Context: an optimization exercise on an open-source flow, tuned for small area, a short achievable clock period and few clock cycles. The choices shown serve that exercise and are no tape-out recipe. In this exercise RTL edits were held to simulation tests only and were not proved equivalent to the original. Power is estimated from default activity; no workload was simulated.

### run.sh
#!/bin/bash
# synth_recipe.tcl (not shown) runs the flow's synth.tcl, then flattens the netlist and writes it again
# the make line also repeats each setting of config.mk as NAME=value (left out here)
make -C /OpenROAD-flow-scripts/flow DESIGN_CONFIG=/design/flow/config.mk WORK_HOME=/design/flow/orfs CLKGATE_MAP_FILE= SYNTH_SCRIPT=/design/flow/synth_recipe.tcl finish
### config.mk
export PLATFORM = sky130hd
export DESIGN_NAME = rledec
export DESIGN_NICKNAME = rledec
export VERILOG_FILES = /design/flow/design.v
export SDC_FILE = /design/flow/constraint.sdc
export NUM_CORES = 4
export LEC_CHECK = 0
export CAP_MARGIN = 20
export CORE_MARGIN = 2
export CORE_UTILIZATION = 40
export SLEW_MARGIN = 20
### constraint.sdc
create_clock -name core_clock -period 12.0 [get_ports {clk}]
set_input_delay 2.4000 -clock core_clock [delete_from_list [all_inputs] [get_ports {clk}]]
set_output_delay 2.4000 -clock core_clock [all_outputs]
set_load 0.01 [all_outputs]
### design.v
module rledec (
    input  wire        clk,
    input  wire        rst,           
    input  wire        reg_we,
    input  wire [7:0]  reg_addr,      
    input  wire [31:0] reg_wdata,
    output reg  [31:0] reg_rdata,
    output wire        irq,
    output wire        src_req,
    output wire [11:0] src_addr,
    input  wire        src_ack,
    input  wire [7:0]  src_rdata,
    output wire        fb_req,
    output wire [11:0] fb_addr,
    output wire [7:0]  fb_wdata,
    input  wire        fb_ack
);
    localparam [3:0] OP_NOP = 4'h0, OP_RLE4 = 4'h1, OP_RLE5 = 4'h2, OP_NIBBLE = 4'h3,
                     OP_RAW = 4'h4, OP_CLEAR = 4'h5, OP_ABORT = 4'h6;
    localparam [2:0] M_NONE = 3'd0, M_RLE4 = 3'd1, M_RLE5 = 3'd2, M_NIBBLE = 3'd3,
                     M_RAW = 3'd4, M_CLEAR = 3'd5;
    localparam [2:0] C_NONE = 3'd0, C_MAXPIX = 3'd1, C_DATALEN = 3'd2, C_INPUT_END = 3'd3,
                     C_ABORTED = 3'd4, C_DST_RANGE = 3'd5, C_CLEARED = 3'd6;
    localparam [2:0] E_BAD_CMD = 3'd1, E_BUSY_CMD = 3'd2, E_BAD_CFG = 3'd3, E_DST_RANGE = 3'd4;
    localparam [2:0] R_REPEAT = 3'd0, R_REP_COLOR = 3'd1, R_MULTI = 3'd2, R_RUN = 3'd3,
                     R_RUN_DATA = 3'd4;
    localparam [1:0] J_REP = 2'd0, J_RUN = 2'd1, J_NIB = 2'd2, J_RAW = 2'd3;
    reg        irq_en;
    reg        busy, done, err;
    reg [2:0]  cause, errcode;
    reg [31:0] src_ptr, src_limit, datalen, maxpix, pixcount;
    reg [31:0] dst_base, frame_stride, frame_index, padding, line_width;
    reg [31:0] dst_ptr, linecount;
    reg [12:0] count, repcount;    
    reg [2:0]  stage, record, avail;
    reg [7:0]  acc;
    reg [2:0]  mode;
    reg [7:0]  auxpal [0:31];
    reg        at_max;      
    reg        wact;        
    reg [1:0]  wkind;
    reg [7:0]  wbyte;       
    reg [12:0] wleft;       
    reg [1:0]  mst;         
    reg [4:0]  mpos;        
    wire is_rle4  = (mode == M_RLE4);
    wire is_rle5  = (mode == M_RLE5);
    wire is_rle   = is_rle4 | is_rle5;
    wire is_nib   = (mode == M_NIBBLE);
    wire is_raw   = (mode == M_RAW);
    wire is_clear = (mode == M_CLEAR);
    wire [2:0] bits = is_rle5 ? 3'd5 : 3'd4;
    wire        dst_oob = |dst_ptr[31:12];
    wire        wgo     = wact & (mst == 2'd0);
    wire [31:0] pc1     = pixcount + 32'd1;
    wire        pc1_eq  = (pc1 == maxpix);
    wire        wlast   = (wleft == 13'd1) | pc1_eq;
    wire [12:0] wleft_m1 = wleft - 13'd1;
    wire [4:0]  pidx = (wkind == J_NIB) ? {1'b0, wleft[1] ? wbyte[7:4] : wbyte[3:0]} : wbyte[4:0];
    wire [7:0]  pval = auxpal[pidx];
    assign fb_req   = wgo & (is_clear | ~dst_oob);
    assign fb_addr  = is_clear ? wleft[11:0] : dst_ptr[11:0];
    assign fb_wdata = (wkind == J_RAW) ? wbyte : pval;
    wire wpix  = wgo & ~is_clear & ~dst_oob & fb_ack;     
    wire wdone = wpix & wlast;                            
    wire        pad_nz   = |padding;
    wire [31:0] lc_inc   = linecount + 32'd1;
    wire        line_end = pad_nz & ((lc_inc == line_width) | ~|line_width);
    wire        m_shift = (mst == 2'd1);
    wire        m_base  = (mst == 2'd2);
    wire [31:0] dp_a = m_shift ? {dst_ptr[30:0], 1'b0} : dst_ptr;
    wire [31:0] dp_b = m_shift ? (frame_index[mpos] ? frame_stride : 32'd0)
                     : m_base  ? dst_base
                     : (line_end ? padding : 32'd0);
    wire [31:0] dp_sum = dp_a + dp_b + {31'd0, ~(m_shift | m_base)};
    wire        j_rep = wact & (wkind == J_REP);
    wire        j_run = wact & (wkind == J_RUN);
    wire        rep_z = (repcount == 13'd0);
    wire        cnt_1 = (count == 13'd1);
    wire [12:0] count_m1 = count - 13'd1;
    wire [12:0] rep_m1   = repcount - 13'd1;
    reg  [2:0]  stg_e, rec_e;
    reg  [12:0] cnt_e, rep_e;
    always @(*) begin
        stg_e = stage; rec_e = record; cnt_e = count; rep_e = repcount;
        if (j_rep) begin
            stg_e = 3'd0;
            if (rep_z) rec_e = R_RUN;
            else begin rep_e = rep_m1; rec_e = R_REPEAT; end
        end else if (j_run) begin
            cnt_e = count_m1;
            if (cnt_1) begin rec_e = R_REPEAT; stg_e = 3'd0; end
        end
    end
    wire at_e = wact ? pc1_eq : at_max;
    wire fe_mode  = busy & (is_rle | is_nib | is_raw);
    wire dl_z     = ~|datalen;
    wire src_ok   = ~|src_ptr[31:13] & (src_ptr[12:0] < src_limit[12:0]);
    wire have_acc = is_rle & (avail >= bits);
    wire need_byte = ~have_acc;
    wire dl_stop  = dl_z & ~is_nib;
    wire proceed  = ~at_e & ~dl_stop & (have_acc | src_ok);
    wire fe_free  = ~wact | wdone;
    assign src_req  = fe_mode & proceed & need_byte;
    assign src_addr = src_ptr[11:0];
    wire fe_fire = fe_mode & fe_free & proceed & (have_acc | src_ack);
    wire fe_halt = fe_mode & fe_free & ~proceed & (mst == 2'd0);
    wire [2:0] fe_cause = at_e ? C_MAXPIX : dl_stop ? C_DATALEN : C_INPUT_END;
    wire [4:0] acc_sym  = is_rle5 ? acc[7:3] : {1'b0, acc[7:4]};
    wire [2:0] need     = bits - avail;
    wire [4:0] top_hi   = (avail == 3'd0) ? 5'd0 : (acc >> (4'd8 - avail));
    wire [4:0] byte_sym = (top_hi << need) | (src_rdata >> (4'd8 - need));
    wire [4:0] sym      = have_acc ? acc_sym : byte_sym;
    wire [7:0] acc_n    = have_acc ? (acc << bits) : (src_rdata << need);
    reg [12:0] cs_count;
    reg [2:0]  cs_stage;
    always @(*) begin
        cs_count = cnt_e;
        cs_stage = stg_e;
        case (stg_e)
            3'd0: if (sym == 5'd0) cs_stage = 3'd1;
                  else begin cs_count = {8'd0, sym}; cs_stage = 3'd6; end
            3'd1: begin cs_count = {8'd0, sym}; cs_stage = 3'd2; end
            3'd2: begin
                cs_count = {count[8:0], 4'd0} | {8'd0, sym};
                cs_stage = (cs_count == 13'd0) ? 3'd3 : 3'd6;
            end
            3'd3, 3'd4: begin cs_count = {count[8:0], 4'd0} | {8'd0, sym}; cs_stage = stg_e + 3'd1; end
            3'd5: begin cs_count = {count[8:0], 4'd0} | {8'd0, sym}; cs_stage = 3'd6; end
            default: ;
        endcase
    end
    reg [4:0] lead;
    integer i;
    always @(*) begin
        lead = 5'd0;
        for (i = 1; i < 32; i = i + 1)
            if (frame_index[i]) lead = i - 1;
    end
    wire idx_hi = |frame_index[31:1];
    always @(*) begin
        reg_rdata = 32'd0;
        if (reg_addr[7]) begin
            reg_rdata = {24'd0, auxpal[reg_addr[6:2]]};
        end else begin
            case (reg_addr[6:2])
                5'h01: reg_rdata = {31'd0, irq_en};
                5'h02: reg_rdata = {20'd0, 1'b0, errcode, 1'b0, cause, 1'b0, err, done, busy};
                5'h03: reg_rdata = src_ptr;
                5'h04: reg_rdata = src_limit;
                5'h05: reg_rdata = datalen;
                5'h06: reg_rdata = maxpix;
                5'h07: reg_rdata = pixcount;
                5'h08: reg_rdata = dst_base;
                5'h09: reg_rdata = frame_stride;
                5'h0A: reg_rdata = frame_index;
                5'h0B: reg_rdata = padding;
                5'h0C: reg_rdata = line_width;
                5'h0D: reg_rdata = dst_ptr;
                5'h0E: reg_rdata = linecount;
                5'h0F: reg_rdata = {5'd0, mode, acc, 5'd0, avail, 1'b0, record, 1'b0, stage};
                5'h10: reg_rdata = {19'd0, count};
                5'h11: reg_rdata = {19'd0, repcount};
                default: reg_rdata = 32'd0;
            endcase
        end
    end
    assign irq = irq_en & (done | err);
    always @(posedge clk) begin
        if (rst) begin
            irq_en <= 1'b0;
            busy <= 1'b0; done <= 1'b0; err <= 1'b0;
            cause <= C_NONE; errcode <= 3'd0;
            src_ptr <= 32'd0; src_limit <= 32'd0; datalen <= 32'd0; maxpix <= 32'd0;
            pixcount <= 32'd0; dst_base <= 32'd0; frame_stride <= 32'd0; frame_index <= 32'd0;
            padding <= 32'd0; line_width <= 32'd0; dst_ptr <= 32'd0; linecount <= 32'd0;
            count <= 13'd0; repcount <= 13'd0;
            stage <= 3'd0; record <= R_REPEAT; avail <= 3'd0; acc <= 8'd0; mode <= M_NONE;
            at_max <= 1'b0; wact <= 1'b0; wkind <= J_REP; wbyte <= 8'd0; wleft <= 13'd0;
            mst <= 2'd0; mpos <= 5'd0;
        end else begin
            if (m_shift) begin
                dst_ptr <= dp_sum;
                mpos <= mpos - 5'd1;
                if (mpos == 5'd0) mst <= 2'd2;
            end else if (m_base) begin
                dst_ptr <= dp_sum;
                mst <= 2'd0;
            end
            if (wgo && is_clear) begin
                if (fb_ack) begin
                    wleft <= wleft_m1;
                    if (wleft[11:0] == 12'd0) begin
                        busy <= 1'b0; done <= 1'b1; cause <= C_CLEARED; wact <= 1'b0;
                    end
                end
            end else if (wgo) begin
                if (dst_oob) begin
                    busy <= 1'b0; done <= 1'b1; cause <= C_DST_RANGE;
                    err <= 1'b1; errcode <= E_DST_RANGE;
                    wact <= 1'b0;
                end else if (fb_ack) begin
                    pixcount <= pc1;
                    at_max   <= pc1_eq;
                    dst_ptr  <= dp_sum;
                    if (line_end) linecount <= 32'd0;
                    else if (pad_nz) linecount <= lc_inc;
                    wleft <= wleft_m1;
                    if (wlast) begin
                        wact <= 1'b0;
                        stage <= stg_e; record <= rec_e; count <= cnt_e; repcount <= rep_e;
                    end
                end
            end
            if (fe_halt) begin
                busy <= 1'b0; done <= 1'b1; cause <= fe_cause;
            end
            if (fe_fire) begin
                if (need_byte) src_ptr <= src_ptr + 32'd1;
                if (is_nib) begin
                    wact <= 1'b1; wkind <= J_NIB; wbyte <= src_rdata; wleft <= 13'd2;
                end else if (is_raw) begin
                    datalen <= datalen - 32'd1;
                    wact <= 1'b1; wkind <= J_RAW; wbyte <= src_rdata; wleft <= 13'd1;
                end else begin
                    datalen <= datalen - 32'd1;
                    acc   <= acc_n;
                    avail <= avail - bits;
                    if (stg_e != 3'd6) begin
                        count <= cs_count;
                        stage <= cs_stage;
                        record <= rec_e;
                        repcount <= rep_e;
                        if (cs_stage == 3'd6) begin
                            case (rec_e)
                                R_REPEAT: begin
                                    if (cs_count == 13'd1) begin
                                        record <= R_RUN; stage <= 3'd0;
                                    end else if (cs_count == 13'd2) begin
                                        record <= R_MULTI; stage <= 3'd0;
                                    end else begin
                                        record <= R_REP_COLOR;
                                    end
                                end
                                R_MULTI: begin
                                    stage <= 3'd0;
                                    if (cs_count == 13'd0) begin
                                        repcount <= 13'd0; record <= R_RUN;
                                    end else begin
                                        repcount <= cs_count - 13'd1; record <= R_REPEAT;
                                    end
                                end
                                R_RUN: begin
                                    if (cs_count == 13'd0) begin
                                        record <= R_REPEAT; stage <= 3'd0;
                                    end else begin
                                        record <= R_RUN_DATA;
                                    end
                                end
                                default: ;
                            endcase
                        end
                    end else if (rec_e == R_REP_COLOR) begin
                        if (count == 13'd0) begin
                            stage <= 3'd0;
                            if (rep_z) record <= R_RUN;
                            else begin repcount <= rep_m1; record <= R_REPEAT; end
                        end else begin
                            wact <= 1'b1; wkind <= J_REP; wbyte <= {3'd0, sym}; wleft <= count;
                        end
                    end else begin  
                        stage <= stg_e; record <= rec_e; count <= cnt_e; repcount <= rep_e;
                        wact <= 1'b1; wkind <= J_RUN; wbyte <= {3'd0, sym}; wleft <= 13'd1;
                    end
                end
            end
            if (reg_we && reg_addr[7]) begin
                if (!busy) auxpal[reg_addr[6:2]] <= reg_wdata[7:0];
            end else if (reg_we && !reg_addr[7]) begin
                case (reg_addr[6:2])
                    5'h00: begin  
                        if (reg_wdata[3:0] >= 4'h7) begin
                            err <= 1'b1; errcode <= E_BAD_CMD;
                        end else if (reg_wdata[3:0] == OP_ABORT) begin
                            if (busy) begin
                                busy <= 1'b0; done <= 1'b1; cause <= C_ABORTED;
                                wact <= 1'b0; mst <= 2'd0;
                            end
                        end else if (reg_wdata[3:0] != OP_NOP) begin
                            if (busy) begin
                                err <= 1'b1; errcode <= E_BUSY_CMD;
                            end else if (reg_wdata[3:0] == OP_CLEAR) begin
                                mode <= M_CLEAR; done <= 1'b0; cause <= C_NONE; busy <= 1'b1;
                                wact <= 1'b1; wkind <= J_RAW; wbyte <= 8'd0; wleft <= 13'h0FFF;
                            end else if (|src_limit[31:13] || (src_limit[12] && |src_limit[11:0])) begin
                                err <= 1'b1; errcode <= E_BAD_CFG;
                            end else begin
                                mode <= reg_wdata[2:0];
                                stage <= 3'd0; record <= R_REPEAT;
                                count <= 13'd0; repcount <= 13'd0;
                                avail <= 3'd0; acc <= 8'd0;
                                linecount <= 32'd0; pixcount <= 32'd0;
                                at_max <= ~|maxpix;
                                done <= 1'b0; cause <= C_NONE; busy <= 1'b1;
                                wact <= 1'b0;
                                if (idx_hi) begin
                                    dst_ptr <= frame_stride; mst <= 2'd1; mpos <= lead;
                                end else if (frame_index[0]) begin
                                    dst_ptr <= frame_stride; mst <= 2'd2;
                                end else begin
                                    dst_ptr <= dst_base; mst <= 2'd0;
                                end
                            end
                        end
                    end
                    5'h01: irq_en <= reg_wdata[0];
                    5'h02: begin  
                        if (reg_wdata[1]) done <= 1'b0;
                        if (reg_wdata[2]) begin err <= 1'b0; errcode <= 3'd0; end
                    end
                    5'h03: if (!busy) src_ptr <= reg_wdata;
                    5'h04: if (!busy) src_limit <= reg_wdata;
                    5'h05: if (!busy) datalen <= reg_wdata;
                    5'h06: if (!busy) maxpix <= reg_wdata;
                    5'h08: if (!busy) dst_base <= reg_wdata;
                    5'h09: if (!busy) frame_stride <= reg_wdata;
                    5'h0A: if (!busy) frame_index <= reg_wdata;
                    5'h0B: if (!busy) padding <= reg_wdata;
                    5'h0C: if (!busy) line_width <= reg_wdata;
                    default: ;
                endcase
            end
        end
    end
endmodule
==> impl_metrics.tcl, run 1 <==
set metrics [dict create \
    slew_headroom 0.226 \
    crit_path_top_delay_cell "nor2_2" \
    synth_most_common_cell "nand2_1" \
    synth_top_area_cell "dfxtp_1" \
    grt_max_degree 171 \
    io_buffers 117 \
    outcome "no timing/DRC/antenna violations" \
    avgSynthCellArea_um2 8.50 \
    yosys-top-cells-area "dfxtp_1, edfxtp_1, nand2_1" \
    synth_ff_type "dfxtp_1" \
    synthSimpleGateAreaFrac 0.217 \
    synth_edf_count 256 \
    dieArea_um2 115000 \
    drt-initial-drc-count 6396 \
    slowest_delay_ns 0.95 \
    p_comb_frac 0.056 \
    critPathTopFamily "buffers and inverters" \
    hp-class "flip-flop to flip-flop" \
    p_int_w 0.00421 \
    path_cells "clkdlybuf4s50_1 -> or3b_2 -> nor2_2 -> buf_4 -> a22o_1 -> a221oi_1 -> a31oi_1 -> clkdlybuf4s50_1" \
    syn_nets 5413 \
    yosys.area_share.adder 0.0204 \
    fin_total_pwr_w 0.00562 \
    ys_types 97 \
    synth_top_family_by_area "compound AO/OA/AOI/OAI gates" \
    setup_viol 0 \
    critPathLaunchType "input pin" \
    seq_area_frac_synth 0.381 \
    synth.cell_area_um2 44900 \
    synth_seq_cells 728 \
    ant_nets 0 \
    tightest_slew_ns 1.16 \
    cts_setup_buffers 0 \
    rsz0062_at_grt "no" \
    fin_crit_sh 0.772 \
    power.share.clock 0.487 \
    hpwl_um 133000 \
    pre_cts_ws_ns 2.91 \
    setup_tns_ns 0 \
    routabilityCongestion 0.987 \
    ios 120 \
    synthTopCellsByCount "nand2_1, dfxtp_1, a21oi_1" \
    p_seq_frac 0.457 \
    cts-root-buf "clkbuf_16" \
    clock-sinks 728 \
    synth.area.mux_share 0.0691 \
    routedWlPerCell_um 28.2 \
    drv_slew 0 \
    syn_inst 5288 \
    area_delta_synth_final_pct 11.1 \
    grt-ovfl-total 0 \
    grt_pass1_vias 39297 \
    layout_setup_ws_ns 2.74 \
    endpoint_kind "primary output" \
    drc_errors 0 \
    die_x_um 339 \
    crit_top_cell "clkdlybuf4s50_1" \
    insertion_delay_ns 0.71 \
    yosysWarnings 1 \
    p_leak_nw 16.9 \
    htreeDepth 3 \
    critPathArrivalTime_ns 6.86 \
    timing.hold.ws_ns 0.475 \
    crit_buf_inv 3 \
    postCtsResizedCells 0 \
    power.density_nw_per_um2 113 \
    cts_hold_buf 0 \
    p_sw_w 0.00141 \
    cp.required_ns 9.60 \
    wl_um 188000 \
    via_per_inst 6.50 \
    drt-pass1-iter-count 9 \
    hold_viol_final 0 \
    fillers 10736 \
    vias 43374 \
    cts.reportedPaths.clkPinSlew_ns 0.06 \
    start_util 0.405 \
    layout-drive-gt1-share 0.0886 \
    netSwitchingFraction 0.250 \
    synth_compound_area_frac 0.224 \
    cts_tree "done" \
    core_um2 111000 \
    synthArstFlopShare 0 \
    critical_path_class "input pin to primary output" \
    finalClockSkew_ns 0.0438 \
    largest_register_ffs 256 \
    synth-xor-area-share 0.0401 \
    peakVddDrop_mv 0.131 \
    grt_pass1_wl_um 271000 \
    rows 122 \
    num-nets-final 5235 \
    period_needed_ns 9.26 \
    die_y_um 339 \
    cts_buffers 85 \
    cp_max_fo 17 \
    maxCapViolCount 0 \
    timing.fmax_mhz 108 \
    clk_path_buf_depth 3 \
    grt_usage 0.313 \
    antenna_found_initial 2 \
    synth_top_cell_area_share 0.210 \
]
path summary, 6_finish.rpt:
check | slack [ns] | cells after the start | start | to
max | 2.74 | 8 | reg_addr[6] | reg_rdata[18]
min | 0.47 | 2 | src_ptr[20]$_SDFF_PP0_ | src_ptr[20]$_SDFF_PP0_
max reg2reg | 2.79 | 24 | linecount[0]$_SDFF_PP0_ | dst_ptr[31]$_SDFF_PP0_
min reg2reg | 0.47 | 2 | src_ptr[20]$_SDFF_PP0_ | src_ptr[20]$_SDFF_PP0_
worst register-to-register path: stages (launching register included):
cell,delay [ns]
dfxtp_1,0.56
ha_1,0.31
nand3_1,0.36
nor4_1,0.97
a21oi_1,0.14
nand4b_1,0.20
or4_1,0.55
nor4_1,0.36
a21o_1,0.55
and2_2,0.89
nand3b_1,0.20
a21oi_1,0.23
a21o_1,0.12
ha_1,0.24
a211oi_1,0.34
o21bai_1,0.17
a221o_1,0.39
a31oi_1,0.41
o21ai_0,0.27
a221o_1,0.40
a31o_2,0.29
a31o_2,0.27
and4_1,0.14
or4_1,0.52
a211oi_1,0.21
cells by family (layout without fill, tap and decap cells):
kind of cell             after synthesis  after routing
AO/OA/AOI/OAI                       1496           1496
XOR/XNOR                             204            204
buffers and inverters                546            438
other                                  0              2
flip-flops                           728            728
adder cells (fa/ha/maj)               72             72
AND/OR/NAND/NOR                     2043           2043
multiplexers                         199            199
layer usage:
layer	vias to the layer above	track usage	wire (um)
li1	19313	-	-
met1	21051	0.443	78300
met2	2608	0.451	78200
met3	396	0.0806	23100
met4	6	0.125	8170
met5	-	0.00490	104
cell usage in the layout (no fill, tap or decap), types with 15 or more instances in the layout:
cell type / instances
mux2i_1: 61
nand2_1: 870
nor2_1: 350
nor2b_1: 29
ha_1: 68
a311oi_1: 71
nor4_1: 88
clkdlybuf4s50_1: 106
a211oi_1: 159
xor2_1: 73
nor3_1: 100
and2_1: 87
dfxtp_1: 472
o31ai_1: 32
a22oi_1: 101
or4_1: 44
o21ai_0: 151
nand2b_1: 27
a22o_1: 70
nand3_1: 109
clkinv_2: 15
mux2_2: 49
inv_1: 76
and3_1: 51
a31oi_1: 108
or2_2: 19
clkbuf_1: 15
buf_4: 85
a221oi_1: 97
xnor2_1: 130
nand3b_1: 54
clkbuf_16: 85
a21o_1: 66
edfxtp_1: 256
a21oi_1: 471
or3_1: 58
mux4_2: 84
nand4_1: 62
metrics by stage:
stage / instance area, um2 / utilization / instances
after global routing: 49900 / 0.450 / 6668
after CTS: 49900 / 0.450 / 6668
after floorplan: 44900 / - / 5288
final: 49900 / 0.450 / 6670
after detailed placement: 47000 / 0.423 / 6511
after global placement: 46900 / 0.423 / 6509
final cells by class:
cell class	count	area, um2	area share
antenna	2	5.00	0.000100
clock buffer	111	2330	0.0468
tap	1488	1860	0.0373
clock inverter	46	609	0.0122
inverter	77	289	0.00579
timing repair buffer	204	1840	0.0369
sequential	728	17100	0.343
multi-input combinational	4014	25900	0.518
power groups by stage:
| stage | clock network [W] | registers [W] | logic (W) |
|---|---|---|---|
| after floorplan | 0 | 0.00262 | 0.000166 |
| after global placement | 0 | 0.00262 | 0.000305 |
| after detailed placement | 0 | 0.00262 | 0.000306 |
| after CTS | 0.00275 | 0.00257 | 0.000307 |
| after global routing | 0.00285 | 0.00257 | 0.000326 |
| final | 0.00274 | 0.00257 | 0.000316 |
Testbench counts, summed over its fixed seeds: cycles 119,605.
==> inputs of run 2 (changes only) <==
--- a/design.v
+++ b/design.v
@@ -44,4 +44,5 @@
     reg [1:0]  mst;         
     reg [4:0]  mpos;        
+    reg        mbit;        
     wire is_rle4  = (mode == M_RLE4);
     wire is_rle5  = (mode == M_RLE5);
@@ -70,8 +71,9 @@
     wire        m_base  = (mst == 2'd2);
     wire [31:0] dp_a = m_shift ? {dst_ptr[30:0], 1'b0} : dst_ptr;
-    wire [31:0] dp_b = m_shift ? (frame_index[mpos] ? frame_stride : 32'd0)
-                     : m_base  ? dst_base
-                     : (line_end ? padding : 32'd0);
-    wire [31:0] dp_sum = dp_a + dp_b + {31'd0, ~(m_shift | m_base)};
+    wire [31:0] dp_b = m_shift ? (mbit ? frame_stride : 32'd0)
+                     : m_base  ? dst_base : padding;
+    wire [31:0] dp_add = dp_a + dp_b + {31'd0, ~(m_shift | m_base)};
+    wire [31:0] dp_inc = dst_ptr + 32'd1;
+    wire [31:0] dp_sum = (line_end | m_shift | m_base) ? dp_add : dp_inc;
     wire        j_rep = wact & (wkind == J_REP);
     wire        j_run = wact & (wkind == J_RUN);
@@ -102,15 +104,24 @@
     wire proceed  = ~at_e & ~dl_stop & (have_acc | src_ok);
     wire fe_free  = ~wact | wdone;
-    assign src_req  = fe_mode & proceed & need_byte;
+    assign src_req  = fe_mode & need_byte;
     assign src_addr = src_ptr[11:0];
     wire fe_fire = fe_mode & fe_free & proceed & (have_acc | src_ack);
     wire fe_halt = fe_mode & fe_free & ~proceed & (mst == 2'd0);
     wire [2:0] fe_cause = at_e ? C_MAXPIX : dl_stop ? C_DATALEN : C_INPUT_END;
-    wire [4:0] acc_sym  = is_rle5 ? acc[7:3] : {1'b0, acc[7:4]};
-    wire [2:0] need     = bits - avail;
-    wire [4:0] top_hi   = (avail == 3'd0) ? 5'd0 : (acc >> (4'd8 - avail));
-    wire [4:0] byte_sym = (top_hi << need) | (src_rdata >> (4'd8 - need));
-    wire [4:0] sym      = have_acc ? acc_sym : byte_sym;
-    wire [7:0] acc_n    = have_acc ? (acc << bits) : (src_rdata << need);
+    wire [7:0] rsh      = have_acc ? 8'd0 : (src_rdata >> avail);
+    wire [4:0] sym      = is_rle5 ? (acc[7:3] | rsh[7:3]) : {1'b0, acc[7:4] | rsh[7:4]};
+    reg  [7:0] acc_n;
+    always @(*) begin
+        if (have_acc) acc_n = is_rle5 ? {acc[2:0], 5'd0} : {acc[3:0], 4'd0};
+        else if (is_rle5)
+            case (avail)
+                3'd0: acc_n = {src_rdata[2:0], 5'd0};
+                3'd1: acc_n = {src_rdata[3:0], 4'd0};
+                3'd2: acc_n = {src_rdata[4:0], 3'd0};
+                3'd3: acc_n = {src_rdata[5:0], 2'd0};
+                default: acc_n = {src_rdata[6:0], 1'd0};
+            endcase
+        else acc_n = {src_rdata[3:0], 4'd0};
+    end
     reg [12:0] cs_count;
     reg [2:0]  cs_stage;
@@ -178,9 +189,10 @@
             stage <= 3'd0; record <= R_REPEAT; avail <= 3'd0; acc <= 8'd0; mode <= M_NONE;
             at_max <= 1'b0; wact <= 1'b0; wkind <= J_REP; wbyte <= 8'd0; wleft <= 13'd0;
-            mst <= 2'd0; mpos <= 5'd0;
+            mst <= 2'd0; mpos <= 5'd0; mbit <= 1'b0;
         end else begin
             if (m_shift) begin
                 dst_ptr <= dp_sum;
                 mpos <= mpos - 5'd1;
+                mbit <= frame_index[mpos - 5'd1];
                 if (mpos == 5'd0) mst <= 2'd2;
             end else if (m_base) begin
@@ -306,4 +318,5 @@
                                 if (idx_hi) begin
                                     dst_ptr <= frame_stride; mst <= 2'd1; mpos <= lead;
+                                    mbit <= frame_index[lead];
                                 end else if (frame_index[0]) begin
                                     dst_ptr <= frame_stride; mst <= 2'd2;
--- a/config.mk
+++ b/config.mk
@@ -9,3 +9,4 @@
 export CORE_MARGIN = 2
 export CORE_UTILIZATION = 40
+export SETUP_SLACK_MARGIN = 3
 export SLEW_MARGIN = 20
==> run 2 against run 1 <==
Still clean on timing, DRC and antenna. Sequential power barely moved. Power down 0.26%. Utilization shrank 0.44 points. Clock-buffer cell count up 9. Clock power fell by 2%. Cell count up 0.97%. Combinational power is 7.3% higher. Global-route usage grew 2.0 points. Flip-flop and latch count is 1 higher. Worst setup slack improved by 0.23 ns. Critical path type unchanged. Largest cell class unchanged.
==> impl_metrics.tcl, run 2 <==
set metrics [dict create \
    antenna_found_initial 10 \
    pre_cts_ws_ns 2.88 \
    rr_worst_depth 17 \
    synth_top_cell_area_share 0.210 \
    grt_pass1_vias 40135 \
    syn_inst 5341 \
    layout.cells.non_filler 6735 \
    slowest_delay_ns 0.93 \
    regArea_um2 17200 \
    cts_buffers 88 \
    worstReg2RegEnd "repcount[12]$_SDFF_PP0_" \
    crit_path_top_delay_cell "or3b_2" \
    drv_slew 0 \
    hpwl_um 138000 \
    routedWlPerCell_um 29.7 \
    final_cell_mix "nand2_1, dfxtp_1, a21oi_1" \
    fillers 11027 \
    crit_start "reg_addr[6]" \
    cp_max_fo 32 \
    seq_area_frac_synth 0.381 \
    io_buffers 117 \
    drc_errors 0 \
    drt-initial-drc-count 6819 \
    die_y_um 339 \
    clock-sinks 729 \
    synth_edf_count 256 \
    final_core_util 0.446 \
    tightest_slew_ns 1.27 \
    grt-ovfl-total 0 \
    rows 123 \
    period_needed_ns 9.04 \
    critPathArrivalTime_ns 6.64 \
    finalClockSkew_ns 0.0473 \
    synth_ff_type "dfxtp_1" \
    p_leak_nw 16.6 \
    core_um2 112000 \
    die_x_um 339 \
    fin_crit_sh 0.753 \
    slew_headroom 0.156 \
    largest_register_ffs 256 \
    yosys-top-cells-area "dfxtp_1, edfxtp_1, nand2_1" \
    vias 44535 \
    outcome "no timing/DRC/antenna violations" \
    placed_area_um2 47000 \
    synth_seq_cells 729 \
    syn_nets 5462 \
    cp.required_ns 9.60 \
    critical_path_class "input pin to primary output" \
    power.density_nw_per_um2 112 \
    hp-class "flip-flop to flip-flop" \
    critPathLaunchType "input pin" \
    maxCapViolCount 0 \
    grt_usage 0.333 \
    synthTopCellsByCount "nand2_1, dfxtp_1, a21oi_1" \
    synthArstFlopShare 0 \
    dieArea_um2 115000 \
    area_delta_synth_final_pct 10.9 \
    insertion_delay_ns 0.70 \
    htreeDepth 3 \
    avgSynthCellArea_um2 8.43 \
    synth.cell_area_um2 45000 \
    holdPathStages 2 \
    start_util 0.402 \
    num-nets-final 5288 \
    cts.reportedPaths.clkPinSlew_ns 0.06 \
    clk_path_buf_depth 3 \
    design_area_um2 49900 \
    wl_um 200000 \
    worstReg2RegStart "wkind[1]$_SDFF_PP0_" \
    layout_setup_ws_ns 2.96 \
    layout_commonest_cell "nand2_1" \
    endpoint_kind "primary output" \
    hold_viol_final 0 \
    synth_top_area_cell "dfxtp_1" \
    ys_types 104 \
    ff2ff_setup_slack_ns 6.03 \
    timing.fmax_mhz 111 \
    ios 120 \
    multiInputGateArea_um2 25900 \
    yosysWarnings 1 \
    setup_tns_ns 0 \
    grt_pass1_wl_um 286000 \
    path_cells "clkdlybuf4s50_1 -> or3b_2 -> nor2_2 -> buf_4 -> a22o_1 -> a221oi_1 -> and3_1 -> a31oi_1 -> clkdlybuf4s50_1" \
    cts-root-buf "clkbuf_16" \
    grt_max_degree 178 \
    routabilityCongestion 1.03 \
    crit_top_cell "clkdlybuf4s50_1" \
    via_per_inst 6.61 \
    cts_tree "done" \
    ant_nets 0 \
    layout-drive-gt1-share 0.0839 \
    setup_viol 0 \
    drt-pass1-iter-count 10 \
    peakVddDrop_mv 0.115 \
    place_inst 6567 \
    cts_hold_buf 0 \
    rsz0062_at_grt "no" \
    synth_most_common_cell "nand2_1" \
    crit_path_end "reg_rdata[9]" \
]
-- run 2: cell types whose count changed in the layout (fill, tap and decap cells not counted), moves of 32 or more --
cell	before	now
a21o_1	66	34
nand2_1	870	902
nand3_1	109	154
nand3b_1	54	17
o21ai_0	151	202
xor2_1	73	110
-- run 2: kinds of logic (layout without fill, tap and decap cells) --
kind of cell	Yosys count	in the layout	synth area share
DFF	729	729	0.381
and+or+nand+nor	2056	2058	0.216
muxes	201	201	0.0669
xor gates and xnor gates	224	224	0.0436
AOI/OAI and AO/OA	1504	1504	0.223
buffers and inverters	558	449	0.0497
adders and majority gates	69	69	0.0195
other	0	1	0
-- run 2: metal layers --
layer	share of wire	vias up	wire length (um)	GRT usage
li1	-	19503	-	-
met3	0.13	519	25400	0.0890
met4	0.056	16	11100	0.163
met2	0.41	2931	82300	0.476
met1	0.40	21566	80800	0.461
met5	0.00067	-	133	0.00204
-- run 2: repair_timing --
item | in CTS | in global routing
buffers inserted | 3 | 4
setup endpoints to repair | 3 | 13
resized for setup | 0 | 2
gates cloned | 2 | 0
pin swaps | 3 | 1
-- run 2: where the power goes --
group,total [W],switching (W),internal [W]
registers,0.00258,0.0000142,0.00256
clock network,0.00269,0.00117,0.00152
logic,0.000339,0.000244,0.0000951
total,0.00561,0.00142,0.00418
-- run 2: how the worst min path moves through the flow --
stage	slack, ns	end	from
final	0.48	src_ptr[14]$_SDFF_PP0_	src_ptr[14]$_SDFF_PP0_
after CTS	0.48	src_ptr[14]$_SDFF_PP0_	src_ptr[14]$_SDFF_PP0_
after detailed placement	0.47	src_ptr[14]$_SDFF_PP0_	src_ptr[14]$_SDFF_PP0_
after global placement	0.46	src_limit[21]$_SDFFE_PP0P_	src_limit[21]$_SDFFE_PP0P_
after global routing	0.50	src_limit[15]$_SDFFE_PP0P_	src_limit[15]$_SDFFE_PP0P_
after floorplan	0.44	src_limit[31]$_SDFFE_PP0P_	src_limit[31]$_SDFFE_PP0P_
-- run 2: critical path, delay by kind of cell --
kind	cells	cell delay (ns)
AOI/OAI and AO/OA	3	0.90
buffers and inverters	3	1.94
and+or+nand+nor	3	1.36
-- run 2: final cells by class --
type                            count  share of cell area
Clock inverter                     37             0.00767
Timing Repair Buffer              206              0.0365
Antenna cell                        1           0.0000501
Multi-Input combinational cell   4056               0.519
Sequential cell                   729               0.344
Tap cell                         1500              0.0376
Inverter                           86             0.00647
Clock buffer                      120              0.0491
-- run 2: metrics by stage --
step / hold slack, ns / total power, W
3_5_place_dp: 0.466 / 0.00295
4_1_cts: 0.476 / 0.00560
5_1_grt: 0.495 / 0.00571
2_1_floorplan: 0.444 / 0.00280
6_report: 0.481 / 0.00561
3_3_place_gp: 0.461 / 0.00295
Testbench counts of run 2, summed over its fixed seeds: cycles 119,605.
==> inputs of run 3 (changes only) <==
--- a/config.mk
+++ b/config.mk
@@ -9,4 +9,4 @@
 export CORE_MARGIN = 2
 export CORE_UTILIZATION = 40
-export SETUP_SLACK_MARGIN = 3
+export SETUP_SLACK_MARGIN = 5
 export SLEW_MARGIN = 20
==> run 3 against run 2 <==
First-iteration DRC count increased by 8.7%. Fmax increased by 28%. Clock skew decreased by 0.0056 ns. Non-clock buffer count increased by 61. Critical path depth increased by 2. Via count increased by 1.9%. Highest routed layer unchanged. Largest power group unchanged. Synthesized area unchanged. Sequential power about the same.
==> impl_metrics.tcl, run 3 <==
set metrics [dict create \
    final_cell_mix "nand2_1, dfxtp_1, a21oi_1" \
    setup_tns_ns 0 \
    synth_seq_cells 729 \
    slew_headroom 0.125 \
    fillers 10908 \
    rr_worst_depth 14 \
    endpoint_kind "primary output" \
    synth_most_common_cell "nand2_1" \
    fin_crit_sh 0.590 \
    synth_edf_count 256 \
    die_y_um 339 \
    vias 45368 \
    synth_top_area_cell "dfxtp_1" \
    wl_um 204000 \
    p_leak_nw 17.3 \
    routedWlPerCell_um 30.0 \
    ant_nets 0 \
    insertion_delay_ns 0.70 \
    maxCapViolCount 0 \
    finalClockSkew_ns 0.0417 \
    rsz0062_at_grt "yes" \
    grt_max_degree 178 \
    timing.fmax_mhz 141 \
    grt_usage 0.338 \
    critPathLaunchType "input pin" \
    num-nets-final 5350 \
    pre_cts_ws_ns 2.88 \
    critical_path_class "input pin to primary output" \
    synth.cell_area_um2 45000 \
    drt-pass1-iter-count 9 \
    die_x_um 339 \
    dieArea_um2 115000 \
    power.density_nw_per_um2 110 \
    yosysWarnings 1 \
    layout-drive-gt1-share 0.110 \
    hp-class "flip-flop to flip-flop" \
    rows 123 \
    start_util 0.402 \
    cts-root-buf "clkbuf_16" \
    ys_types 104 \
    drt-initial-drc-count 7409 \
    clk_path_buf_depth 3 \
    synthTopCellsByCount "nand2_1, dfxtp_1, a21oi_1" \
    area_delta_synth_final_pct 13.9 \
    largest_register_ffs 256 \
    cts_tree "done" \
    layout_commonest_cell "nand2_1" \
    htreeDepth 3 \
    layout_setup_ws_ns 4.92 \
    via_per_inst 6.67 \
    grt-ovfl-total 0 \
    antenna_found_initial 6 \
    synth_top_cell_area_share 0.210 \
    setup_viol 0 \
    syn_inst 5341 \
    drc_errors 0 \
    avgSynthCellArea_um2 8.43 \
    ios 120 \
    cts_buffers 88 \
    cp_max_fo 8 \
    holdPathStages 2 \
    synthArstFlopShare 0 \
    cp.required_ns 9.60 \
    core_um2 112000 \
    cts.reportedPaths.clkPinSlew_ns 0.05 \
    critPathArrivalTime_ns 4.68 \
    seq_area_frac_synth 0.381 \
    routabilityCongestion 1.03 \
    period_needed_ns 7.08 \
    grt_pass1_wl_um 289000 \
    peakVddDrop_mv 0.115 \
    io_buffers 117 \
    outcome "no timing/DRC/antenna violations" \
    syn_nets 5462 \
    hpwl_um 138000 \
    grt_pass1_vias 40388 \
    drv_slew 0 \
    tightest_slew_ns 1.30 \
    synth_ff_type "dfxtp_1" \
    hold_viol_final 0 \
    clock-sinks 729 \
    yosys-top-cells-area "dfxtp_1, edfxtp_1, nand2_1" \
]
==> run 3: final timing paths <==
kind                               from                         end  slack (ns)
max                         reg_addr[2]                reg_rdata[2]        4.92
max reg2reg        mode[1]$_SDFFE_PP0P_     repcount[12]$_SDFF_PP0_        6.05
min          src_limit[30]$_SDFFE_PP0P_  src_limit[30]$_SDFFE_PP0P_        0.49
min reg2reg  src_limit[30]$_SDFFE_PP0P_  src_limit[30]$_SDFFE_PP0P_        0.49
==> run 3: kinds of logic (layout without fill, tap and decap cells) <==
kind of cell	Yosys count	count (layout)	synth area share
multiplexers	201	202	0.0669
adder cells (fa/ha/maj)	69	69	0.0195
flip-flops	729	729	0.381
AO/OA/AOI/OAI	1504	1504	0.223
other	0	3	0
buffers and inverters	558	510	0.0497
AND/OR/NAND/NOR	2056	2058	0.216
XOR/XNOR	224	224	0.0436
==> run 3: area by class of cell <==
cell class / count / area [um2] / share of cell area
Antenna cell: 3 / 7.51 / 0.000146
Timing Repair Buffer: 267 / 2730 / 0.0533
Clock inverter: 37 / 383 / 0.00746
Sequential cell: 729 / 17200 / 0.335
Multi-Input combinational cell: 4057 / 26400 / 0.514
Clock buffer: 120 / 2450 / 0.0478
Inverter: 86 / 323 / 0.00629
Tap cell: 1500 / 1880 / 0.0366
==> run 3: repair_timing <==
| item | CTS | global route |
|---|---|---|
| buffers inserted | 53 | 9 |
| cloned | 7 | 2 |
| gates resized for setup | 196 | 41 |
| pin swaps | 39 | 20 |
| endpoints found under the setup margin | 40 | 29 |
| hold buffers | 0 | 0 |
==> run 3: critical path, stage by stage <==
cell     delay [ns]
buf_16         0.12
buf_16         0.16
buf_16         0.16
buf_12         0.11
buf_4          0.10
mux4_2         0.55
a22oi_2        0.28
nand4_1        0.25
nand2_2        0.23
o21ai_4        0.12
buf_6          0.16
==> run 3: layer usage <==
| metal | vias to the layer above | share of wire | global-route usage |
|---|---|---|---|
| met2 | 3139 | 0.41 | 0.483 |
| met1 | 21992 | 0.40 | 0.469 |
| met3 | 581 | 0.13 | 0.0902 |
| met4 | 8 | 0.060 | 0.165 |
| met5 | - | 0.00025 | 0 |
| li1 | 19648 | - | - |
==> run 3: through the flow <==
step	cells	hold WS [ns]	util	instance area [um2]	total power, W
6_report	6799	0.485	0.458	51300	0.00565
2_1_floorplan	5341	0.444	-	45000	0.00280
5_1_grt	6796	0.495	0.458	51300	0.00574
4_1_cts	6784	0.476	0.456	51100	0.00563
3_3_place_gp	6567	0.461	0.419	47000	0.00295
3_5_place_dp	6567	0.466	0.419	47000	0.00295
==> run 3: power breakdown <==
group / internal, W / switching [W]
combinational: 0.000116 / 0.000256
sequential: 0.00256 / 0.0000143
clock: 0.00152 / 0.00117
==> inputs of run 4 (changes only) <==
==> flow/run.sh (new file) <==
#!/bin/bash
# The standard layout, with the port buffers made from buf_4 cells instead of the
# default (a slow delay buffer), so that paths through the ports are not slowed.
set -euo pipefail
export BUFFER_PORTS_ARGS="-buffer_cell sky130_fd_sc_hd__buf_4"
bash standard.sh > standard_flow.log 2>&1
==> standard.sh (new file) <==
#!/bin/bash
# synth_recipe.tcl (not shown) runs the flow's synth.tcl, then flattens the netlist and writes it again
# the make line also repeats each setting of config.mk as NAME=value (left out here)
make -C /OpenROAD-flow-scripts/flow DESIGN_CONFIG=/design/flow/config.mk WORK_HOME=/design/flow/orfs CLKGATE_MAP_FILE= SYNTH_SCRIPT=/design/flow/synth_recipe.tcl "${@:-finish}"
--- a/config.mk
+++ b/config.mk
@@ -9,4 +9,4 @@
 export CORE_MARGIN = 2
 export CORE_UTILIZATION = 40
-export SETUP_SLACK_MARGIN = 5
+export SETUP_SLACK_MARGIN = 3
 export SLEW_MARGIN = 20
removed: run.sh
==> run 4 against run 3 <==
Sequential share of layout area is 1.0 points higher. Routed wire length is 3.4% lower. Combinational power is 12% lower. Flip-flop and latch count stayed put. First-iteration DRC count is 4.3% lower. Synthesized cell count stayed put. Design area is 3.0% lower. Critical path depth is 3 lower. Clock skew is 0.015 ns higher.
==> impl_metrics.tcl, run 4 <==
set metrics [dict create \
    hold_path_end "src_ptr[31]$_SDFF_PP0_" \
    synth_ff_type "dfxtp_1" \
    ys_types 104 \
    die_y_um 339 \
    core_um2 112000 \
    seq_area_frac_synth 0.381 \
    synth_seq_cells 729 \
    synthTopCellsByCount "nand2_1, dfxtp_1, a21oi_1" \
    ios 120 \
    hold_viol_final 0 \
    ant_nets 0 \
    drt-pass1-iter-count 8 \
    htreeDepth 3 \
    fin_crit_sh 0.701 \
    yosys-top-cells-area "dfxtp_1, edfxtp_1, nand2_1" \
    fin_total_pwr_w 0.00575 \
    largest_register_ffs 256 \
    antenna_found_initial 6 \
    yosysWarnings 1 \
    wl_um 197000 \
    worstReg2RegEnd "repcount[12]$_SDFF_PP0_" \
    grt_pass1_wl_um 282000 \
    place_inst 6560 \
    layout_setup_ws_ns 3.58 \
    rr_worst_depth 14 \
    critical_path_class "input pin to primary output" \
    cts_buffers 86 \
    rows 123 \
    routabilityCongestion 1.00 \
    drv_slew 0 \
    slew_headroom 0.168 \
    cts_setup_buffers 0 \
    synthArstFlopShare 0 \
    setup_viol 0 \
    outcome "no timing/DRC/antenna violations" \
    synth_most_common_cell "nand2_1" \
    finalClockSkew_ns 0.0568 \
    final_cell_mix "nand2_1, dfxtp_1, a21oi_1" \
    worstReg2RegStart "mode[1]$_SDFFE_PP0P_" \
    cts.reportedPaths.clkPinSlew_ns 0.06 \
    endpoint_kind "primary output" \
    grt-ovfl-total 0 \
    cp_max_fo 37 \
    clock-sinks 729 \
    syn_inst 5341 \
    hpwl_um 138000 \
    maxCapViolCount 0 \
    postCtsResizedCells 0 \
    area_delta_synth_final_pct 10.5 \
    hp-class "flip-flop to flip-flop" \
    setup_tns_ns 0 \
    holdPathStages 2 \
    num-nets-final 5270 \
    tightest_slew_ns 1.25 \
    layout-drive-gt1-share 0.103 \
    grt_pass1_vias 39724 \
    p_leak_nw 16.8 \
    period_needed_ns 8.42 \
    cts_hold_buf 0 \
    routedWlPerCell_um 29.3 \
    cts_tree "done" \
    vias 44460 \
    pre_cts_ws_ns 3.83 \
    ff2ff_setup_slack_ns 6.12 \
    clk_path_buf_depth 3 \
    synth.cell_area_um2 45000 \
    cp.required_ns 9.60 \
    grt_max_degree 213 \
    synth_edf_count 256 \
    insertion_delay_ns 0.71 \
    grt_usage 0.328 \
    peakVddDrop_mv 0.174 \
    min_from "src_ptr[31]$_SDFF_PP0_" \
    cts-root-buf "clkbuf_16" \
    synth_top_area_cell "dfxtp_1" \
    layout.cells.non_filler 6723 \
    start_util 0.402 \
    die_x_um 339 \
    critPathArrivalTime_ns 6.02 \
    power.density_nw_per_um2 116 \
    synth_top_cell_area_share 0.210 \
    rsz0062_at_grt "no" \
    syn_nets 5462 \
    dieArea_um2 115000 \
    via_per_inst 6.61 \
    timing.fmax_mhz 119 \
    drt-initial-drc-count 7091 \
    layout_commonest_cell "nand2_1" \
    io_buffers 117 \
    critPathLaunchType "input pin" \
    drc_errors 0 \
    avgSynthCellArea_um2 8.43 \
]
-- run 4: cell types whose count changed in the layout (fill, tap and decap cells not counted), sizes merged --
cell,before,now
buf,163,192
bufbuf,3,0
bufinv,4,13
clkbuf,128,109
clkdlybuf4s15,5,0
clkdlybuf4s50,70,0
clkinv,31,27
clkinvlp,0,5
diode,3,5
dlygate4sd2,18,0
inv,88,89
mux2,39,38
nor2,367,365
-- run 4: how the worst max path moves through the flow --
stage	start	end	slack, ns	cells past startpoint
floorplan	reg_addr[5]	reg_rdata[1]	5.07	10
global placement	reg_addr[3]	reg_rdata[9]	3.86	8
detailed placement	reg_addr[3]	reg_rdata[9]	3.83	8
CTS	reg_addr[3]	reg_rdata[9]	3.82	8
global route	reg_addr[3]	reg_rdata[9]	3.77	8
finish	reg_addr[3]	reg_rdata[9]	3.58	8
-- run 4: logic make-up (layout without fill, tap and decap cells) --
family,after synthesis,count (layout),share of synthesized area
xor gates and xnor gates,224,224,0.0436
adders and majority gates,69,69,0.0195
and+or+nand+nor,2056,2056,0.216
AOI/OAI and AO/OA,1504,1504,0.223
muxes,201,201,0.0669
buffers and inverters,558,435,0.0497
DFF,729,729,0.381
other,0,5,0
-- run 4: layout make-up --
cell class / count / area [um2]
diodes: 5 / 12.5
clock buffers: 109 / 2340
multi-input cells: 4054 / 25900
repair buffers: 192 / 1490
fillers: 11094 / 62300
clock inverters: 48 / 683
well taps: 1500 / 1880
flip-flops and latches: 729 / 17200
inverters: 86 / 323
-- run 4: metal layers --
metal  share of wire  vias to the layer above  GRT usage
met4           0.054                       10      0.150
li1                -                    19462          -
met3            0.12                      524     0.0804
met1            0.41                    21625      0.463
met2            0.41                     2839      0.469
met5         0.00067                        -          0
-- run 4: worst max-delay path: stages --
cell and delay [ns]:
buf_4 0.43, nand2b_1 0.31, nor2_2 0.92, buf_4 0.48, a221oi_1 0.25, and3_1 0.31
a31oi_1 0.60, buf_4 0.24
-- run 4: where the power goes --
part	total [W]	switching (W)	internal, W
Combinational	0.000329	0.000239	0.0000899
Sequential	0.00258	0.0000141	0.00256
Clock	0.00284	0.00117	0.00167
Total	0.00575	0.00142	0.00433
-- run 4: metrics by stage --
stage	cell area, um2	hold slack, ns	util
2_1_floorplan	45000	0.444	-
3_3_place_gp	46700	0.457	0.417
3_5_place_dp	46700	0.463	0.417
4_1_cts	49700	0.471	0.444
5_1_grt	49700	0.490	0.444
6_report	49800	0.472	0.444
==> inputs of run 5 (changes only) <==
--- a/design.v
+++ b/design.v
@@ -44,5 +44,4 @@
     reg [1:0]  mst;         
     reg [4:0]  mpos;        
-    reg        mbit;        
     wire is_rle4  = (mode == M_RLE4);
     wire is_rle5  = (mode == M_RLE5);
@@ -71,5 +70,5 @@
     wire        m_base  = (mst == 2'd2);
     wire [31:0] dp_a = m_shift ? {dst_ptr[30:0], 1'b0} : dst_ptr;
-    wire [31:0] dp_b = m_shift ? (mbit ? frame_stride : 32'd0)
+    wire [31:0] dp_b = m_shift ? (frame_index[mpos] ? frame_stride : 32'd0)
                      : m_base  ? dst_base : padding;
     wire [31:0] dp_add = dp_a + dp_b + {31'd0, ~(m_shift | m_base)};
@@ -146,8 +145,7 @@
     always @(*) begin
         lead = 5'd0;
-        for (i = 1; i < 32; i = i + 1)
-            if (frame_index[i]) lead = i - 1;
+        for (i = 0; i < 32; i = i + 1)
+            if (frame_index[i]) lead = i;
     end
-    wire idx_hi = |frame_index[31:1];
     always @(*) begin
         reg_rdata = 32'd0;
@@ -178,4 +176,15 @@
     end
     assign irq = irq_en & (done | err);
+    wire [31:0] wd_m  = reg_wdata & {32{~rst}};
+    wire        cfg_w = reg_we & ~reg_addr[7] & ~busy;
+    always @(posedge clk) begin
+        if (rst | (cfg_w & (reg_addr[6:2] == 5'h04))) src_limit    <= wd_m;
+        if (rst | (cfg_w & (reg_addr[6:2] == 5'h06))) maxpix       <= wd_m;
+        if (rst | (cfg_w & (reg_addr[6:2] == 5'h08))) dst_base     <= wd_m;
+        if (rst | (cfg_w & (reg_addr[6:2] == 5'h09))) frame_stride <= wd_m;
+        if (rst | (cfg_w & (reg_addr[6:2] == 5'h0A))) frame_index  <= wd_m;
+        if (rst | (cfg_w & (reg_addr[6:2] == 5'h0B))) padding      <= wd_m;
+        if (rst | (cfg_w & (reg_addr[6:2] == 5'h0C))) line_width   <= wd_m;
+    end
     always @(posedge clk) begin
         if (rst) begin
@@ -183,16 +192,15 @@
             busy <= 1'b0; done <= 1'b0; err <= 1'b0;
             cause <= C_NONE; errcode <= 3'd0;
-            src_ptr <= 32'd0; src_limit <= 32'd0; datalen <= 32'd0; maxpix <= 32'd0;
-            pixcount <= 32'd0; dst_base <= 32'd0; frame_stride <= 32'd0; frame_index <= 32'd0;
-            padding <= 32'd0; line_width <= 32'd0; dst_ptr <= 32'd0; linecount <= 32'd0;
+            src_ptr <= 32'd0; datalen <= 32'd0;
+            pixcount <= 32'd0;
+            dst_ptr <= 32'd0; linecount <= 32'd0;
             count <= 13'd0; repcount <= 13'd0;
             stage <= 3'd0; record <= R_REPEAT; avail <= 3'd0; acc <= 8'd0; mode <= M_NONE;
             at_max <= 1'b0; wact <= 1'b0; wkind <= J_REP; wbyte <= 8'd0; wleft <= 13'd0;
-            mst <= 2'd0; mpos <= 5'd0; mbit <= 1'b0;
+            mst <= 2'd0; mpos <= 5'd0;
         end else begin
             if (m_shift) begin
                 dst_ptr <= dp_sum;
                 mpos <= mpos - 5'd1;
-                mbit <= frame_index[mpos - 5'd1];
                 if (mpos == 5'd0) mst <= 2'd2;
             end else if (m_base) begin
@@ -316,12 +324,6 @@
                                 done <= 1'b0; cause <= C_NONE; busy <= 1'b1;
                                 wact <= 1'b0;
-                                if (idx_hi) begin
-                                    dst_ptr <= frame_stride; mst <= 2'd1; mpos <= lead;
-                                    mbit <= frame_index[lead];
-                                end else if (frame_index[0]) begin
-                                    dst_ptr <= frame_stride; mst <= 2'd2;
-                                end else begin
-                                    dst_ptr <= dst_base; mst <= 2'd0;
-                                end
+                                dst_ptr <= 32'd0; mpos <= lead;
+                                mst <= (|frame_index) ? 2'd1 : 2'd2;
                             end
                         end
@@ -333,12 +335,5 @@
                     end
                     5'h03: if (!busy) src_ptr <= reg_wdata;
-                    5'h04: if (!busy) src_limit <= reg_wdata;
                     5'h05: if (!busy) datalen <= reg_wdata;
-                    5'h06: if (!busy) maxpix <= reg_wdata;
-                    5'h08: if (!busy) dst_base <= reg_wdata;
-                    5'h09: if (!busy) frame_stride <= reg_wdata;
-                    5'h0A: if (!busy) frame_index <= reg_wdata;
-                    5'h0B: if (!busy) padding <= reg_wdata;
-                    5'h0C: if (!busy) line_width <= reg_wdata;
                     default: ;
                 endcase
==> run.sh (new file) <==
#!/bin/bash
# synth_recipe.tcl (not shown) runs the flow's synth.tcl, then flattens the netlist and writes it again
# the make line also repeats each setting of config.mk as NAME=value (left out here)
make -C /OpenROAD-flow-scripts/flow DESIGN_CONFIG=/design/flow/config.mk WORK_HOME=/design/flow/orfs CLKGATE_MAP_FILE= SYNTH_SCRIPT=/design/flow/synth_recipe.tcl finish
--- a/config.mk
+++ b/config.mk
@@ -8,5 +8,5 @@
 export CAP_MARGIN = 20
 export CORE_MARGIN = 2
-export CORE_UTILIZATION = 40
-export SETUP_SLACK_MARGIN = 3
+export CORE_UTILIZATION = 50
+export SETUP_SLACK_MARGIN = 5
 export SLEW_MARGIN = 20
removed: flow/run.sh
removed: standard.sh
==> run 5 against run 4 <==
Critical path depth rose by 2. Cell count fell by 15%. Largest cell class unchanged. Sequential share of layout area grew 4.5 points. Worst setup slack better by 1.4 ns. Sequential power is about 10% higher. Critical endpoint is now reg_rdata[18]. Die area decreased by 23%. Design area barely moved. Power up 4.5%.
==> impl_metrics.tcl, run 5 <==
set metrics [dict create \
    outcome "no timing/DRC/antenna violations" \
    ff2ff_setup_slack_ns 5.62 \
    core_um2 85500 \
    yosys-top-cells-area "edfxtp_1, dfxtp_1, mux4_2" \
    cts_hold_buf 0 \
    ys_types 94 \
    layout.cells.non_filler 5689 \
    global_route.usage.met1 0.553 \
    cts-root-buf "clkbuf_16" \
    top_usage_layer "met2" \
    die_y_um 298 \
    clk_path_buf_depth 3 \
    slew_headroom 0.176 \
    die_x_um 298 \
    design_area_um2 49800 \
    crit_start "reg_addr[5]" \
    synth_top_area_cell "edfxtp_1" \
    io_buffers 117 \
    setup_viol 0 \
    timing.fmax_mhz 142 \
    p_leak_nw 16.8 \
    antenna_found_initial 8 \
    critPathTopFamily "compound AO/OA/AOI/OAI gates" \
    crit_path_end "reg_rdata[18]" \
    yosysWarnings 1 \
    n_antenna_cell 0 \
    drt-initial-drc-count 6540 \
    cts.reportedPaths.clkPinSlew_ns 0.06 \
    ios 120 \
    period_needed_ns 7.03 \
    timing.hold.ws_ns 0.478 \
    routedWlPerCell_um 32.7 \
    critPathLaunchType "input pin" \
    clock-sinks 728 \
    tightest_slew_ns 1.23 \
    routabilityCongestion 1.00 \
    power.density_nw_per_um2 121 \
    finalClockSkew_ns 0.0401 \
    synth_ff_type "edfxtp_1" \
    fin_crit_sh 0.586 \
    cts_tree "done" \
    path_cells "buf_6 -> or3b_4 -> buf_4 -> nor2_4 -> buf_12 -> a22oi_1 -> nand2_1 -> a221oi_1 -> a31oi_1 -> dlygate4sd2_1" \
    cts_buffers 84 \
    final_cell_mix "edfxtp_1, nand2_1, nor2_1" \
    slowest_delay_ns 0.54 \
    insertion_delay_ns 0.68 \
    drc_errors 0 \
    cp_max_fo 20 \
    num-nets-final 4595 \
    critPathArrivalTime_ns 4.63 \
    place_inst 5470 \
    layout-drive-gt1-share 0.123 \
    grt_pass1_vias 36633 \
    placed_area_um2 45300 \
    cp.required_ns 9.60 \
    start_util 0.507 \
    hold_viol_final 0 \
    synth_top_cell_area_share 0.333 \
    synthArstFlopShare 0 \
    synth_most_common_cell "edfxtp_1" \
    crit_buf_inv 4 \
    largest_register_ffs 256 \
    rsz0062_at_grt "yes" \
    critical_path_class "input pin to primary output" \
    seq_area_frac_synth 0.447 \
    rows 107 \
    dieArea_um2 89100 \
    area_delta_synth_final_pct 14.8 \
    drt-pass1-iter-count 9 \
    worstReg2RegStart "mode[0]$_SDFFE_PP0P_" \
    grt_pass1_wl_um 263000 \
    cp.depth 10 \
    grt_usage 0.403 \
    synth_seq_cells 728 \
    ant_nets 0 \
    peakVddDrop_mv 0.112 \
    rr_worst_depth 18 \
    grt-ovfl-total 0 \
    htreeDepth 3 \
    via_per_inst 7.11 \
    synth_edf_count 480 \
    hpwl_um 127000 \
    synth.cell_area_um2 43300 \
    avgSynthCellArea_um2 9.66 \
    synthTopCellsByCount "edfxtp_1, nand2_1, nor2_1" \
    holdPathStages 2 \
    min_from "at_max$_SDFF_PP0_" \
    hp-class "flip-flop to flip-flop" \
    syn_inst 4487 \
    worstReg2RegEnd "repcount[11]$_SDFF_PP0_" \
    endpoint_kind "primary output" \
    grt_max_degree 129 \
    layout_commonest_cell "edfxtp_1" \
    setup_tns_ns 0 \
    vias 40446 \
    maxCapViolCount 0 \
    crit_path_top_delay_cell "a221oi_1" \
    grtUsageMet2 0.580 \
    syn_nets 4609 \
    drv_slew 0 \
    wl_um 186000 \
    gr-usage-met3 0.102 \
]
## run 5: how the worst min path moves through the flow
| stage | slack (ns) | to |
|---|---|---|
| global route | 0.49 | at_max$_SDFF_PP0_ |
| finish | 0.48 | at_max$_SDFF_PP0_ |
| global placement | 0.46 | at_max$_SDFF_PP0_ |
| detailed placement | 0.47 | at_max$_SDFF_PP0_ |
| CTS | 0.48 | at_max$_SDFF_PP0_ |
| floorplan | 0.45 | at_max$_SDFF_PP0_ |
## run 5: kinds of logic (layout without fill, tap and decap cells)
logic type / count (synthesis) / count (layout) / share of synthesized area
AOI/OAI and AO/OA: 1259 / 1259 / 0.203
xor gates and xnor gates: 220 / 220 / 0.0445
adders and majority gates: 70 / 70 / 0.0205
buffers and inverters: 447 / 504 / 0.0403
DFF: 728 / 728 / 0.447
muxes: 169 / 170 / 0.0617
and+or+nand+nor: 1594 / 1594 / 0.183
## run 5: metal layers
metal / share of wire / up-vias
met4: 0.069 / 12
met1: 0.39 / 19768
met2: 0.42 / 2886
li1: - / 17216
met3: 0.13 / 564
met5: 0.00041 / -
## run 5: metrics by stage
stage / worst slack (ns) / util / total power [W]
2_1_floorplan: 5.26 / - / 0.00307
3_3_place_gp: 2.78 / 0.530 / 0.00328
3_5_place_dp: 2.81 / 0.530 / 0.00329
4_1_cts: 4.84 / 0.579 / 0.00598
5_1_grt: 4.98 / 0.582 / 0.00611
6_report: 4.97 / 0.582 / 0.00601
## run 5: area by class of cell
type	instances	area [um2]
Clock buffer	125	2430
Fill cell	7442	35800
Inverter	86	323
Multi-Input combinational cell	3313	22900
Clock inverter	33	425
Sequential cell	728	19400
Tap cell	1144	1430
Timing Repair Buffer	260	2890
## run 5: timing repair
action	in CTS	in global routing
pin swaps	29	13
endpoints found under the setup margin	40	33
setup buffers	38	9
gates cloned	12	2
resized for setup	181	52
## run 5: power breakdown
group | total, W | leakage [nW] | switching (W) | internal [W]
Combinational | 0.000452 | 8.91 | 0.000294 | 0.000158
Clock | 0.00271 | 1.38 | 0.00114 | 0.00157
Sequential | 0.00284 | 6.46 | 0.0000905 | 0.00275
## run 5: worst reg2reg max path: cells and delay by family, from the launching register on
| family | cells | cell delay [ns] |
|---|---|---|
| and+or+nand+nor | 7 | 2.50 |
| AOI/OAI and AO/OA | 7 | 1.67 |
| buffers and inverters | 2 | 0.56 |
| DFF | 1 | 0.73 |
| adders and majority gates | 2 | 0.76 |
Testbench counts of run 5, summed over its fixed seeds: cycles 119,687.
==> inputs of run 6 (changes only) <==
--- a/config.mk
+++ b/config.mk
@@ -8,5 +8,6 @@
 export CAP_MARGIN = 20
 export CORE_MARGIN = 2
-export CORE_UTILIZATION = 50
+export CORE_UTILIZATION = 40
 export SETUP_SLACK_MARGIN = 5
 export SLEW_MARGIN = 20
+export TNS_END_PERCENT = 10
==> run 6 against run 5 <==
Synthesized area stayed put. Clock skew is 0.020 ns lower. Design area is 0.54% lower. Hold slack better by 0.0079 ns. Largest power group unchanged. Critical path type unchanged. Power is 0.44% lower. Still clean on timing, DRC and antenna. Utilization is 12 points lower. Sequential power hardly changed. Cell count is 4.1% higher. Global-route usage is 8.9 points lower. Highest routed layer unchanged. Clock power hardly changed. Die area is 25% higher. Via count is 2.4% lower. Critical endpoint is now reg_rdata[2].
==> impl_metrics.tcl, run 6 <==
set metrics [dict create \
    cts_tree "done" \
    crit_path_top_delay_cell "a22oi_1" \
    wl_um 182000 \
    cts_buffers 87 \
    grt_usage 0.314 \
    die_y_um 333 \
    regArea_um2 19400 \
    die_x_um 333 \
    ys_types 94 \
    synth_top_area_cell "edfxtp_1" \
    num-nets-final 4568 \
    path_cells "buf_16 -> mux4_2 -> a22oi_1 -> nand4_1 -> nand2_1 -> o21ai_2 -> clkdlybuf4s50_1" \
    fillers 10141 \
    largest_register_ffs 256 \
    clock-sinks 728 \
    routabilityCongestion 1.02 \
    hp-class "flip-flop to flip-flop" \
    endpoint_kind "primary output" \
    vias 39488 \
    synth_most_common_cell "edfxtp_1" \
    period_needed_ns 7.36 \
    drv_slew 0 \
    placed_area_um2 45600 \
    grt_pass1_vias 36030 \
    syn_nets 4609 \
    design_area_um2 49500 \
    slew_headroom 0.166 \
    critPathArrivalTime_ns 4.96 \
    synth_ff_type "edfxtp_1" \
    peakVddDrop_mv 0.103 \
    timing.fmax_mhz 136 \
    dieArea_um2 111000 \
    cp_max_fo 18 \
    fin_crit_sh 0.614 \
    layout_commonest_cell "edfxtp_1" \
    grt-ovfl-total 0 \
    cts-root-buf "clkbuf_16" \
    synth_top_cell_area_share 0.333 \
    final_cell_mix "edfxtp_1, nand2_1, nor2_1" \
    cts.reportedPaths.clkPinSlew_ns 0.06 \
    grt_pass1_wl_um 257000 \
    critPathLaunchType "input pin" \
    synth.cell_area_um2 43300 \
    hpwl_um 126000 \
    rsz0062_at_grt "yes" \
    setup_viol 0 \
    power.density_nw_per_um2 121 \
    insertion_delay_ns 0.68 \
    finalClockSkew_ns 0.0206 \
    maxCapViolCount 0 \
    area_delta_synth_final_pct 14.2 \
    fin_total_pwr_w 0.00598 \
    p_leak_nw 16.4 \
    avgSynthCellArea_um2 9.66 \
    rows 120 \
    routedWlPerCell_um 30.7 \
    cp.required_ns 9.60 \
    multiInputGateArea_um2 22800 \
    synth_edf_count 480 \
    syn_inst 4487 \
    yosysWarnings 1 \
    outcome "no timing/DRC/antenna violations" \
    tightest_slew_ns 1.25 \
    setup_tns_ns 0 \
    drt-pass1-iter-count 6 \
    seq_area_frac_synth 0.447 \
    cts_hold_buf 0 \
    io_buffers 117 \
    drt-initial-drc-count 5765 \
    core_um2 107000 \
    slowest_delay_ns 0.61 \
    yosys-top-cells-area "edfxtp_1, dfxtp_1, mux4_2" \
    hold_viol_final 0 \
    clk_path_buf_depth 3 \
    ios 120 \
    synthTopCellsByCount "edfxtp_1, nand2_1, nor2_1" \
    htreeDepth 3 \
    grt_max_degree 77 \
    synthArstFlopShare 0 \
    ant_nets 0 \
    drc_errors 0 \
    start_util 0.404 \
    via_per_inst 6.67 \
    layout-drive-gt1-share 0.112 \
    synth_seq_cells 728 \
    antenna_found_initial 8 \
    critical_path_class "input pin to primary output" \
]
[run 6: cell counts after synthesis]
No cell type changed its count.
[run 6: through the flow]
| stage | instances | setup WS (ns) | hold WS [ns] | utilization |
|---|---|---|---|---|
| 2_1_floorplan | 4487 | 5.26 | 0.445 | - |
| 3_3_place_gp | 5729 | 2.84 | 0.461 | 0.425 |
| 3_5_place_dp | 5729 | 2.85 | 0.464 | 0.425 |
| 4_1_cts | 5918 | 4.74 | 0.475 | 0.460 |
| 5_1_grt | 5921 | 4.67 | 0.533 | 0.462 |
| 6_report | 5923 | 4.64 | 0.486 | 0.462 |
[run 6: kinds of logic after synthesis]
family / count (synthesis) / share of synthesized area
compound gates: 1259 / 0.203
simple gates: 1594 / 0.183
buf+inv: 447 / 0.0403
xor+xnor: 220 / 0.0445
mux: 169 / 0.0617
flops: 728 / 0.447
fa+ha+maj: 70 / 0.0205
[run 6: final cells by class]
class,instances,area share
Antenna cell,2,0.000101
Tap cell,1403,0.0355
Sequential cell,728,0.392
Clock inverter,51,0.0105
Inverter,86,0.00652
Timing Repair Buffer,230,0.0488
Clock buffer,110,0.0471
Multi-Input combinational cell,3313,0.460
[run 6: report_power, final]
part	internal (W)	leakage [nW]	switching (W)	total, W
Combinational	0.000149	8.53	0.000291	0.000440
Sequential	0.00275	6.46	0.0000918	0.00284
Clock	0.00155	1.40	0.00114	0.00270
Total	0.00445	16.4	0.00153	0.00598
[run 6: routing by layer]
layer / routed length (um) / GRT usage
met1: 72700 / 0.434
met2: 78200 / 0.468
met3: 20200 / 0.0639
met4: 10300 / 0.157
met5: 234 / 0
[run 6: worst paths after layout]
| kind | start | endpoint | slack (ns) | depth (start not counted) |
|---|---|---|---|---|
| min | at_max$_SDFF_PP0_ | at_max$_SDFF_PP0_ | 0.49 | 2 |
| min reg2reg | at_max$_SDFF_PP0_ | at_max$_SDFF_PP0_ | 0.49 | 2 |
| max reg2reg | count[2]$_SDFF_PP0_ | repcount[3]$_SDFF_PP0_ | 5.54 | 20 |
| max | reg_addr[2] | reg_rdata[2] | 4.64 | 7 |
[run 6: critical path: cells and delay by family]
family,cells,cell delay (ns)
buffers and inverters,2,0.73
AO/OA/AOI/OAI,2,0.78
multiplexers,1,0.55
AND/OR/NAND/NOR,2,0.46
[run 6: repair_timing]
action / 4_1_cts / 5_1_grt
pin swaps: 18 / 2
gates cloned: 5 / 3
endpoints found under the setup margin: 40 / 42
resized for setup: 142 / 30
buffers inserted: 23 / 0

re-timing with driven ports:
In the flow no input, the clock included, has a driving cell. The finished layouts below were timed again as built, in two steps. Step 1 sets driving cells, clkbuf_16 on the clock port and buf_2 on the other inputs (assumed; they add their load-dependent delay and slew). Step 2 also shifts input and output timing later by t, the mid clock arrival at the registers, as if the neighbouring blocks saw the same clock. Three values: no drivers, after step 1, after step 2; two values: the first two.
| run | t, ns | slack for setup (ns) | slew at the worst register clock pin (ns) |
|---|---|---|---|
| run 1 | 0.754 | 2.738 / 2.717 / 2.717 | 0.07 / 0.07 |
| run 2 | 0.746 | 2.965 / 2.885 / 2.885 | 0.07 / 0.07 |
| run 3 | 0.748 | 4.919 / 4.731 / 4.731 | 0.06 / 0.06 |
| run 4 | 0.754 | 3.584 / 3.559 / 3.559 | 0.07 / 0.07 |
| run 5 | 0.736 | 4.973 / 4.754 / 4.754 | 0.07 / 0.07 |
| run 6 | 0.744 | 4.637 / 4.408 / 4.408 | 0.06 / 0.06 |
After both steps every run listed still meets setup and hold. For run 6, which loses most, drivers alone change the setup slack by -0.229 ns; drivers and shift together by -0.229 ns.
